Background: an optimization exercise with open tools, aiming at small area, a short achievable clock period and few clock cycles per item. Do not read the settings as production practice. In this exercise RTL edits were held to simulation tests only and were not proved equivalent to the original. Power and IR drop assume default switching activity.

## cpu16
module cpu16 (
    input  wire         clk,
    input  wire         rst,           
    input  wire [15:0]  reset_pc,
    input  wire [15:0]  reset_sp,
    input  wire         step_valid,
    input  wire         step_irq,      
    input  wire [7:0]   step_vector,
    output wire         step_ready,
    output wire         step_done,
    output wire [127:0] regs,          
    output wire [15:0]  sr_out,
    output wire         halted,
    output wire [1:0]   fault_kind,
    output wire [15:0]  fault_pc,
    output wire [16:0]  fault_info,
    output reg          mem_req,
    output reg          mem_we,
    output reg  [15:0]  mem_addr,
    output reg  [15:0]  mem_wdata,
    output reg  [1:0]   mem_be,
    input  wire [15:0]  mem_rdata,
    input  wire         mem_ready
);
For scale: roughly 3,400 cells after synthesis, about 280 I/O pins, ~26,000 µm² of cells after synthesis.
clock: 8.0 ns
lec_check: 0
cap_margin: 20
core_margin: 2
core_utilization: 25
place_density: 0.45
setup_slack_margin: 2.5
slew_margin: 20
standard.sh (not shown) runs the stock make flow with config.mk's settings and CLKGATE_MAP_FILE= SYNTH_SCRIPT=/design/flow/synth_recipe.tcl, a recipe that flattens the netlist after the stock synthesis.
==> flow/flow/run.sh <==
#!/bin/bash
export BUFFER_PORTS_ARGS="-buffer_cell sky130_fd_sc_hd__buf_1"
bash standard.sh > standard.log 2>&1
Testbench counts at the start, summed over its fixed seeds: cycles 92,534, steps 54,336.
==> next run, changes <==
==> flow/flow/run.sh (replaced) <==
#!/bin/bash
export BUFFER_PORTS_ARGS="-buffer_cell sky130_fd_sc_hd__buf_2"
bash standard.sh > standard.log 2>&1
- SETUP_SLACK_MARGIN: 2.5 -> 2.0
After rerunning:
- area after synthesis is unchanged
- sequential share of layout area went up by 0.69 points
- die area stays the same
- sequential power rose by about 4%
==> next run, changes <==
- SETUP_SLACK_MARGIN: 2.0 -> 2.5
Die area stays the same.
Count of clock-buffer cells in the layout is unchanged.
Core utilization went up by 1.5 points.
Final area grows by 5.0%.

## run A
Starting RTL as in the previous note.
==> flow/design.v (excerpt) <==
module cpu16 (
    input  wire         clk,
    input  wire         rst,           
    input  wire [15:0]  reset_pc,
    input  wire [15:0]  reset_sp,
    input  wire         step_valid,
    input  wire         step_irq,      
    input  wire [7:0]   step_vector,
    output wire         step_ready,
    output wire         step_done,
    output wire [127:0] regs,          
    output wire [15:0]  sr_out,
    output wire         halted,
    output wire [1:0]   fault_kind,
    output wire [15:0]  fault_pc,
    output wire [16:0]  fault_info,
    output reg          mem_req,
    output reg          mem_we,
    output reg  [15:0]  mem_addr,
    output reg  [15:0]  mem_wdata,
    output reg  [1:0]   mem_be,
    input  wire [15:0]  mem_rdata,
    input  wire         mem_ready
);
clock: 8.0 ns
lec_check: 0
cap_margin: 20
core_margin: 2
core_utilization: 25
place_density: 0.45
setup_slack_margin: 2.25
slew_margin: 20
==> flow/flow/run.sh <==
#!/bin/bash
export BUFFER_PORTS_ARGS="-buffer_cell sky130_fd_sc_hd__buf_1"
bash standard.sh > standard.log 2>&1
Run A ran to completion and came out clean on the timing, DRC and antenna checks.
Testbench counts of run A, summed over its fixed seeds: cycles 92,534, steps 54,336.
diff inputs: run A => run B
- SETUP_SLACK_MARGIN: 2.25 -> 2.75
[summary]
Against run A, run B comes in 156 higher on detailed router's first-iteration violation count.
Delta (run B minus run A): detailed-routing iteration count for the pre-antenna-repair pass went up by 1; share of power burned in registers went down by 1.2 points; filler-free cell count of the finished design went up by 154.
Worst-case headroom to the max-slew limit in run B is 6.8 points higher than in run A
Going from run A to run B, fmax moved up, share of the final layout cell area in sequential cells moved down.
Where summed area of non-filler cells in the final layout is concerned, run A is better than run B.
Non-clock buffer area fraction after layout sits higher in run B than in run A.
Pre-CTS worst setup slack in run B is 0.19 ns above run A.
Run A -> run B: fraction of synthesized area in multiplexers delta 0, exact match
[inputs] run C vs run B
- SETUP_SLACK_MARGIN changed from 2.75 to 2.0
## What came out
Run C: flow completed, timing, DRC and antenna clean
Going from run B to run C, global-route track usage on met3 has increased; final area now smaller; global-route wire length before repair fell by 6400 µm; mean number of vias per cell about even.
Against run B, run C reports a time the final worst path needs with I/O delays and setup that is higher.
Comparing run C and run B, the lower setup slack was measured on run C.
For the layout overhead on the synthesized area, run C came in 11 points lower than run B did.
Number of standard cells in the layout, taps in and fillers out (run C vs. run B) decreases by a few percent

afterwards: timing with drivers on the ports:
The flow's constraints put no driver on any port. The routed layouts listed below were extracted and timed again, unchanged, in two steps.
Step 1 sets driving cells, clkbuf_16 on the clock port and buf_2 on the other inputs (assumed; they add their load-dependent delay and slew).
Step 2 times the ports against the registers' clock, not the clock port: input delays grow and output delays shrink by t, the midpoint of the rising clock arrivals with the driver on.
a / b / c = ideal ports / drivers / drivers and shift; a / b = the first two.
run | t (ns) | slack for setup (ns) | clock arrival spread, ns
the first run of note 1 | 0.671 | 2.340 / 2.270 / 2.235 | 0.025 / 0.025
the second run of note 1 | 0.669 | 2.027 / 1.960 / 2.088 | 0.021 / 0.022
the third run of note 1 | 0.677 | 2.396 / 2.330 / 2.124 | 0.024 / 0.024
run A | 0.667 | 2.271 / 2.204 / 2.132 | 0.025 / 0.025
run B | 0.678 | 2.387 / 2.316 / 2.258 | 0.037 / 0.037
run C | 0.665 | 1.995 / 1.927 / 2.194 | 0.025 / 0.025
After both steps setup and hold are still met in every run listed. The setup slack of the third run of note 1, which loses most, moves by -0.066 ns with the drivers and by -0.272 ns with both steps.
